What follows belongs to an exercise in optimizing a design on an open flow for a short achievable clock period; a production flow would make more cautious choices.
Only simulation tests tie the RTL to the original design; equivalence was not proved.

File: flow/constraint.sdc
create_clock -name core_clock -period 65.0 [get_ports {clk}]
set_input_delay 13.0000 -clock core_clock [delete_from_list [all_inputs] [get_ports {clk}]]
set_output_delay 13.0000 -clock core_clock [all_outputs]
set_load 0.01 [all_outputs]
File: flow/config.mk
export PLATFORM = sky130hd
export DESIGN_NAME = ck16v
export DESIGN_NICKNAME = ck16v
export VERILOG_FILES = /design/flow/design.v
export SDC_FILE = /design/flow/constraint.sdc
export NUM_CORES = 4
export LEC_CHECK = 0
export CAP_MARGIN = 20
export CORE_MARGIN = 2
export CORE_UTILIZATION = 40
export SLEW_MARGIN = 20
File: flow/run.sh
#!/bin/bash
# synth_recipe.tcl (not shown) runs the flow's synth.tcl, then flattens the netlist and writes it again
# the make line also repeats each setting of config.mk as NAME=value (left out here)
make -C /OpenROAD-flow-scripts/flow DESIGN_CONFIG=/design/flow/config.mk WORK_HOME=/design/flow/orfs CLKGATE_MAP_FILE= SYNTH_SCRIPT=/design/flow/synth_recipe.tcl finish
File: flow/design.v
module ck16v #(
    parameter integer ENC_W              = 32,
    parameter integer CNT_W              = 32,
    parameter integer ANGLE_MIN          = -160,
    parameter integer ANGLE_MAX          = 25,
    parameter integer CAL_DUTY           = 50,
    parameter integer CAL_TOL            = 2,
    parameter integer CAL_STABLE_N       = 10,
    parameter integer CAL_SETTLE_TICKS   = 100,
    parameter integer CAL_TIMEOUT_TICKS  = 0,
    parameter integer SEEK_TOL           = 3,
    parameter integer SEEK_DUTY_PROP     = 0,     
    parameter integer SEEK_DUTY          = 50,
    parameter integer KP                 = 1,
    parameter integer DRIVE_TICKS        = 5,
    parameter integer STOP_TICKS         = 5,
    parameter integer SEEK_TIMEOUT_TICKS = 0
) (
    input  wire              clk,
    input  wire              rst,
    input  wire              tick,
    input  wire [ENC_W-1:0]  enc_pos,
    input  wire              dec_req,
    input  wire              frame_present,
    input  wire [95:0]       fb,
    output wire              dec_ack,
    output wire              result_valid,
    output wire [7:0]        result_code,
    input  wire              cal_req,
    output wire              cal_ack,
    output wire              speed_set_stb,
    output wire [7:0]        speed_set_id,
    output wire [7:0]        speed_set_pct,
    output wire [7:0]        speed_set_dir,
    output wire              angle_set_stb,
    output wire [15:0]       angle_set_angle,
    output wire [7:0]        angle_set_dir,
    output wire              horn_stb,
    output wire [16:0]       horn_ms,
    output wire              light_stb,
    output wire [1:0]        light_ch,
    output wire              light_on,
    input  wire [31:0]       enc_payload,
    input  wire [7:0]        enc_id,
    output wire [95:0]       enc_frame,
    output wire [15:0]       enc_ck,
    output wire              busy,
    output wire              calibrated,
    output wire [1:0]        ctl_state,
    output wire [2:0]        ctl_status,
    output wire [6:0]        act_duty,
    output wire              act_dir
);
    localparam [1:0] S_UNCAL = 2'd0, S_CALIB = 2'd1, S_READY = 2'd2, S_SEEK = 2'd3;
    localparam [1:0] SUB_SWEEP_MIN = 2'd0, SUB_SETTLE = 2'd1, SUB_SWEEP_MAX = 2'd2;
    localparam [1:0] SUB_SAMPLE    = 2'd0, SUB_DRIVE  = 2'd1, SUB_STOP      = 2'd2;
    localparam [2:0] ST_NONE = 3'd0, ST_CAL_OK = 3'd1, ST_SEEK_OK = 3'd2,
                     ST_NOT_CALIBRATED = 3'd3, ST_RANGE_FAULT = 3'd4,
                     ST_CAL_TIMEOUT = 3'd5, ST_SEEK_TIMEOUT = 3'd6;
    localparam [7:0] RC_OK = 8'd0, RC_NULL = 8'd1, RC_SENTINEL = 8'd2,
                     RC_CHECKSUM = 8'd3, RC_UNKNOWN_CMD = 8'd4,
                     RC_MOTOR_ID = 8'd5, RC_MOTOR_SPEED = 8'd6,
                     RC_MOTOR_DIR = 8'd7, RC_ANGLE = 8'd8,
                     RC_HORN_DURATION = 8'd9, RC_LIGHT_CODE = 8'd10;
    function [15:0] sum16;
        input [7:0] b0, b1, b2, b3, b4, b5;
        begin
            sum16 = {8'd0, b0} + {8'd0, b1} + {8'd0, b2}
                  + {8'd0, b3} + {8'd0, b4} + {8'd0, b5};
        end
    endfunction
    wire [15:0] enc_sum = sum16(enc_payload[7:0], enc_payload[15:8],
                                enc_payload[23:16], enc_payload[31:24],
                                enc_id, 8'd1);
    assign enc_ck    = enc_sum;
    assign enc_frame = {16'h0D0A, enc_sum, 8'd1, enc_payload, enc_id, 16'hAA55};
    reg [1:0]              state;
    reg [1:0]              sub;
    reg [2:0]              status;
    reg signed [ENC_W-1:0] enc_min, enc_max, enc_center;
    reg signed [ENC_W:0]   target;
    reg signed [ENC_W-1:0] db_last;
    reg                    db_valid;
    reg [CNT_W-1:0]        db_cnt;
    reg [CNT_W-1:0]        pace;
    reg [CNT_W-1:0]        tmo;
    reg [6:0]              duty;
    reg                    dir;
    wire idle = ~state[0];
    assign busy       = state[0];
    assign calibrated = state[1];
    assign ctl_state  = state;
    assign ctl_status = status;
    assign act_duty   = duty;
    assign act_dir    = dir;
    wire [15:0] f_start = fb[15:0];
    wire [7:0]  f_id    = fb[23:16];
    wire [7:0]  p0      = fb[31:24];
    wire [7:0]  p1      = fb[39:32];
    wire [7:0]  p2      = fb[47:40];
    wire [7:0]  p3      = fb[55:48];
    wire [7:0]  f_count = fb[63:56];
    wire [15:0] f_cks   = fb[79:64];
    wire [15:0] f_end   = fb[95:80];
    wire [15:0]       dec_sum = sum16(p0, p1, p2, p3, f_id, f_count);
    wire signed [15:0] angle  = {p2, p1};
    wire signed [7:0]  horn_s = p1;
    reg [7:0] rc;
    always @(*) begin
        if (!frame_present)
            rc = RC_NULL;
        else if (f_start != 16'hAA55 || f_end != 16'h0D0A)
            rc = RC_SENTINEL;
        else if (dec_sum != f_cks)
            rc = RC_CHECKSUM;
        else begin
            case (f_id)
                8'd1: begin
                    if (p0 != 8'd1 && p0 != 8'd2)      rc = RC_MOTOR_ID;
                    else if (p1 > 8'd100)              rc = RC_MOTOR_SPEED;
                    else if (p2 != 8'd0 && p2 != 8'd1) rc = RC_MOTOR_DIR;
                    else                               rc = RC_OK;
                end
                8'd2: begin
                    if (angle < ANGLE_MIN || angle > ANGLE_MAX) rc = RC_ANGLE;
                    else                                        rc = RC_OK;
                end
                8'd3: begin
                    if (horn_s < 0) rc = RC_HORN_DURATION;
                    else            rc = RC_OK;
                end
                8'd4: begin
                    if (p1 > 8'd7) rc = RC_LIGHT_CODE;
                    else           rc = RC_OK;
                end
                8'd5:    rc = RC_OK;
                default: rc = RC_UNKNOWN_CMD;
            endcase
        end
    end
    assign cal_ack      = ~rst & idle & cal_req;
    assign dec_ack      = ~rst & idle & ~cal_req & dec_req;
    assign result_valid = dec_ack;
    assign result_code  = dec_ack ? rc : 8'd0;
    wire dec_ok = dec_ack && (rc == RC_OK);
    assign speed_set_stb   = dec_ok && (f_id == 8'd1);
    assign speed_set_id    = p0;
    assign speed_set_pct   = p1;
    assign speed_set_dir   = p2;
    assign angle_set_stb   = dec_ok && (f_id == 8'd2);
    assign angle_set_angle = angle;
    assign angle_set_dir   = p3;
    assign horn_stb        = dec_ok && (f_id == 8'd3);
    assign horn_ms         = {10'd0, p1[6:0]} * 17'd1000;
    assign light_stb       = dec_ok && (f_id == 8'd4);
    assign light_ch        = p1[2:1];
    assign light_on        = ~p1[0];
    wire signed [7:0]        a_clamp = (angle < 0)   ? 8'sd0  :
                                       (angle > 90)  ? 8'sd90 : angle[7:0];
    wire signed [ENC_W:0]    range   = enc_max - enc_min;
    wire signed [ENC_W+8:0]  prod    = a_clamp * range;
    wire signed [ENC_W+8:0]  prod_h  = prod / 2;
    wire signed [ENC_W+8:0]  half    = prod_h / 90;
    wire signed [ENC_W+8:0]  tgt_cw  = enc_center + half;
    wire signed [ENC_W+8:0]  tgt_ccw = enc_center - half;
    wire                     goto_cw = (p3 == 8'd1);
    wire signed [ENC_W-1:0] e = enc_pos;
    wire signed [ENC_W:0]   db_diff  = e - db_last;
    wire [ENC_W:0]          db_abs   = db_diff[ENC_W] ? -db_diff : db_diff;
    wire                    db_match = db_valid && (db_abs <= CAL_TOL);
    wire [CNT_W-1:0]        db_next  = db_match ? db_cnt + 1'b1 : {CNT_W{1'b0}};
    wire                    db_found = (db_next >= CAL_STABLE_N);
    wire signed [ENC_W:0]   ctr_sum  = enc_min + e;
    wire signed [ENC_W:0]   ctr_half = ctr_sum / 2;
    wire signed [ENC_W+1:0] err      = e - target;
    wire [ENC_W+1:0]        err_abs  = err[ENC_W+1] ? -err : err;
    wire                    in_tol   = (err_abs <= SEEK_TOL);
    wire                    out_rng  = (target < enc_min) || (target > enc_max);
    wire [ENC_W+8:0]        kp_prod  = err_abs * KP;
    wire [6:0]              seek_duty = (SEEK_DUTY_PROP == 0) ? SEEK_DUTY[6:0] :
                                        (kp_prod > 100) ? 7'd100 : kp_prod[6:0];
    wire cal_tmo  = (CAL_TIMEOUT_TICKS  != 0) && (tmo + 1'b1 > CAL_TIMEOUT_TICKS);
    wire seek_tmo = (SEEK_TIMEOUT_TICKS != 0) && (tmo + 1'b1 > SEEK_TIMEOUT_TICKS);
    always @(posedge clk) begin
        if (rst) begin
            state      <= S_UNCAL;
            sub        <= 2'd0;
            status     <= ST_NONE;
            enc_min    <= 0;
            enc_max    <= 0;
            enc_center <= 0;
            target     <= 0;
            db_last    <= 0;
            db_valid   <= 1'b0;
            db_cnt     <= 0;
            pace       <= 0;
            tmo        <= 0;
            duty       <= 7'd0;
            dir        <= 1'b0;
        end else if (idle) begin
            if (cal_req) begin
                state    <= S_CALIB;
                sub      <= SUB_SWEEP_MIN;
                db_valid <= 1'b0;
                db_cnt   <= 0;
                pace     <= 0;
                tmo      <= 0;
                dir      <= 1'b0;
                duty     <= CAL_DUTY[6:0];
                status   <= ST_NONE;
            end else if (angle_set_stb) begin
                if (state == S_UNCAL) begin
                    status <= ST_NOT_CALIBRATED;
                end else begin
                    target <= goto_cw ? tgt_cw[ENC_W:0] : tgt_ccw[ENC_W:0];
                    state  <= S_SEEK;
                    sub    <= SUB_SAMPLE;
                    pace   <= 0;
                    tmo    <= 0;
                    status <= ST_NONE;
                end
            end
        end else if (tick) begin
            if (state == S_CALIB) begin
                if (sub == SUB_SETTLE) begin
                    if (pace + 1'b1 >= CAL_SETTLE_TICKS) begin
                        sub  <= SUB_SWEEP_MAX;
                        dir  <= 1'b1;
                        duty <= CAL_DUTY[6:0];
                        pace <= 0;
                    end else begin
                        pace <= pace + 1'b1;
                    end
                end else if (cal_tmo) begin
                    duty     <= 7'd0;
                    db_valid <= 1'b0;
                    db_cnt   <= 0;
                    tmo      <= 0;
                    pace     <= 0;
                    state    <= S_UNCAL;
                    sub      <= 2'd0;
                    status   <= ST_CAL_TIMEOUT;
                end else if (db_found) begin
                    duty     <= 7'd0;
                    db_valid <= 1'b0;
                    db_cnt   <= 0;
                    tmo      <= 0;
                    pace     <= 0;
                    if (sub == SUB_SWEEP_MIN) begin
                        enc_min <= e;
                        sub     <= SUB_SETTLE;
                    end else begin
                        enc_max    <= e;
                        enc_center <= ctr_half[ENC_W-1:0];
                        state      <= S_READY;
                        sub        <= 2'd0;
                        status     <= ST_CAL_OK;
                    end
                end else begin
                    db_last  <= e;
                    db_valid <= 1'b1;
                    db_cnt   <= db_next;
                    if (CAL_TIMEOUT_TICKS != 0) tmo <= tmo + 1'b1;
                end
            end else begin
                if (seek_tmo) begin
                    duty   <= 7'd0;
                    state  <= S_READY;
                    sub    <= 2'd0;
                    pace   <= 0;
                    tmo    <= 0;
                    status <= ST_SEEK_TIMEOUT;
                end else if (sub == SUB_SAMPLE) begin
                    if (out_rng || in_tol) begin
                        duty   <= 7'd0;
                        state  <= S_READY;
                        sub    <= 2'd0;
                        pace   <= 0;
                        tmo    <= 0;
                        status <= out_rng ? ST_RANGE_FAULT : ST_SEEK_OK;
                    end else begin
                        dir  <= err[ENC_W+1];
                        duty <= seek_duty;
                        sub  <= SUB_DRIVE;
                        pace <= 0;
                        if (SEEK_TIMEOUT_TICKS != 0) tmo <= tmo + 1'b1;
                    end
                end else if (sub == SUB_DRIVE) begin
                    if (pace + 1'b1 >= DRIVE_TICKS) begin
                        duty <= 7'd0;
                        sub  <= SUB_STOP;
                        pace <= 0;
                    end else begin
                        pace <= pace + 1'b1;
                    end
                    if (SEEK_TIMEOUT_TICKS != 0) tmo <= tmo + 1'b1;
                end else begin
                    if (pace + 1'b1 >= STOP_TICKS) begin
                        sub  <= SUB_SAMPLE;
                        pace <= 0;
                    end else begin
                        pace <= pace + 1'b1;
                    end
                    if (SEEK_TIMEOUT_TICKS != 0) tmo <= tmo + 1'b1;
                end
            end
        end
    end
endmodule
==> impl_metrics.tcl <==
set metrics [dict create \
    firstDrtPassIters 6 \
    slew_headroom_pct 21.1 \
    synth_enable_flop_cells 0 \
    top_layer "met5" \
    worst_slew_pin_slew_ps 1180 \
    root_buffer "clkbuf_16" \
    core_area_um2 122000 \
    cp_slowest_stage_delay_ps 990 \
    synth_top_cells_by_count "660 x inv_1, 657 x nor2_1, 409 x a21oi_1" \
    grt_pass1_wl_mm 243 \
    cp_max_fo 34 \
    seqCellArea_um2 4700 \
    startpoint_type "primary input" \
    tritoncts "built" \
    antenna_found_initial 3 \
    yosys_warnings 1 \
    ioPinCount 384 \
    clkTransAtPathRegs_ps 60 \
    die_h_um 353 \
    critPathRequiredTime_ps 65470 \
    syn_inst 6421 \
    synth_top_cell_area_share_pct 11.6 \
    drc 0 \
    max_freq_ghz 0.0164 \
    hp-class "reg -> reg" \
    dp_worst_setup_slack_ps 3130 \
    area_growth_syn_to_layout_pct 10.1 \
    drt-initial-drc-count 3111 \
    crit_arrival_ps 61580 \
    h-tree-depth 1 \
    slew_violations 0 \
    vias_per_cell 5.65 \
    min_period_ps 61120 \
    clk_latency_ps 560 \
    ys_types 157 \
    fin_util_pct 44.3 \
    post_cts_buffers 0 \
    setup_ws_ps 3880 \
    setup.worst_path.class "in -> reg" \
    yosys.area.top_type "fa_1" \
    grt_pass1_vias 44610 \
    ys.flop_type "dfxtp_1" \
    setup_tns_ps 0 \
    dp_hpwl_mm 123 \
    yosysMostFrequentCell "inv_1" \
    cts_num_sinks 235 \
    fillers 12330 \
    grt_max_degree 93 \
    multiInputGateArea_um2 39900 \
    slowest_stage "clkdlybuf4s50_1" \
    end_kind "register" \
    wl_met1_mm 71.4 \
    dieWidth_um 353 \
    syn-cell-area_um2 48900 \
    rows 128 \
    ys_ff_latch 235 \
    grt_usage_pct 23.3 \
    final_area_um2 53800 \
    place_congestion 0.944 \
    drive_gt1_share_pct 5.72 \
    nets 7392 \
    cts_resized 0 \
    wire_per_inst_um 18.4 \
    cts.hold.buffers_added 0 \
    vias 46291 \
    drv_cap 0 \
    synth.area.top_cells "fa_1 12%, ha_1 9.8%, dfxtp_1 9.6%" \
    initial_utilization_pct 40.2 \
    dr_wl_met3_mm 6.78 \
    synth_area_per_cell_um2 7.61 \
    cts_max_path_buffers 3 \
    report.final.hold_viol_count 0 \
    wl_mm 151 \
    postRouteAntennaNets 0 \
    async_flop_share_pct 0 \
    dpl_cell_area_um2 52900 \
    finalClockSkew_ps 14.6 \
    rsz0062_at_grt "no" \
    port_buffers 322 \
    synth-seq-area-share_pct 9.63 \
    setup_viol_count_final 0 \
    grt_overflow 0 \
    status "finished clean" \
    wl_met2_mm 70.0 \
    cp_common_cell "a21oi_1" \
    numCtsBuffers 27 \
    period_share_pct 94.0 \
    die_area_um2 125000 \
]
[final cells by class]
class / instances / share of cell area, %
clock inverter: 12 / 0.288
clock buffer: 35 / 1.35
tap: 1625 / 3.78
sequential: 235 / 8.74
multi-input combinational: 5220 / 74.1
timing repair buffer: 399 / 7.06
inverter: 669 / 4.67
antenna: 2 / 0.00930
[path summary, 6_finish.rpt]
path | depth (start not counted) | slack (ps) | endpoint | start
setup / recovery | 171 | 3880 | target[32]$_SDFFE_PP0P_ | fb[34]
hold / removal | 2 | 470 | dir$_SDFFE_PP0P_ | dir$_SDFFE_PP0P_
setup reg to reg | 199 | 13010 | target[32]$_SDFFE_PP0P_ | enc_min[1]$_SDFFE_PP0P_
hold reg to reg | 2 | 470 | dir$_SDFFE_PP0P_ | dir$_SDFFE_PP0P_
[cells in the final DEF (no fill, tap or decap), drive strengths merged, types with 125 or more instances in the layout]
cell type,count
inv,666
nor2,664
a21oi,428
nand2,395
xnor2,393
ha,383
clkdlybuf4s50,321
fa,283
o21ai,272
dfxtp,235
nor3,182
nand3,151
xor2,149
mux2i,146
o21bai,125
[per-layer routing]
metal  track usage [%]  vias up
met5                 0        -
met4              3.65        2
met3              1.57      133
met2              39.4     1198
met1              33.1    22318
li1                  -    22640
[metrics by stage]
| step | hold WS [ps] | instances |
|---|---|---|
| after floorplan | 437 | 6513 |
| after global placement | 458 | 8146 |
| after detailed placement | 464 | 8146 |
| after CTS | 477 | 8193 |
| after global routing | 485 | 8196 |
| final | 472 | 8197 |
[flip-flops by register name, indices dropped and copies added, names as in the netlist, 2 cells and up]
signal and flops:
target 33, db_cnt 32, db_last 32, enc_center 32, enc_max 32, enc_min 32, pace 32, status 3
state 2, sub 2
[critical path, delay by kind of cell]
kind	cells	cell delay, ps
compound gates	98	26890
simple gates	35	9590
fa+ha+maj	11	4470
buf+inv	11	2710
xor+xnor	9	2500
mux	7	2310
[logic make-up after synthesis]
| family | count (synthesis) | share of synthesized area (%) |
|---|---|---|
| compound gates | 1665 | 24.3 |
| xor+xnor | 542 | 9.93 |
| fa+ha+maj | 677 | 21.6 |
| buf+inv | 1058 | 9.63 |
| flops | 235 | 9.63 |
| mux | 174 | 3.77 |
| other cells | 2 | 0.0154 |
| simple gates | 2068 | 21.1 |

## port drivers added, routing unchanged
The results above use ideal ports. As a check the final layout listed here was re-extracted and re-timed, cells and wires unchanged.
Step 1 (the two cells are an assumption about what drives the block):
set clk [get_ports {clk}]
set_driving_cell -lib_cell sky130_fd_sc_hd__clkbuf_16 $clk
set_driving_cell -lib_cell sky130_fd_sc_hd__buf_2 [delete_from_list [all_inputs] $clk]
Step 2 adds t to the input delays and takes it off the output delays; t is the mean of the earliest and latest rising clock arrival at the registers after step 1. Input paths then give back, and output paths get back, about the clock's delay inside the block.
Slacks: ideal / step 1 / step 2; pairs: ideal / step 1.
t (ns): 0.609
slack for setup (ns): 3.882 / 3.916 / 3.307
worst setup path after step 2: input to register
worst slew at a driven data input, ns: 0.07
cell pins on the clock port's net: 1
After both steps this run still meets setup and hold. The setup slack of this run moves by +0.034 ns with the drivers and by -0.575 ns with both steps.
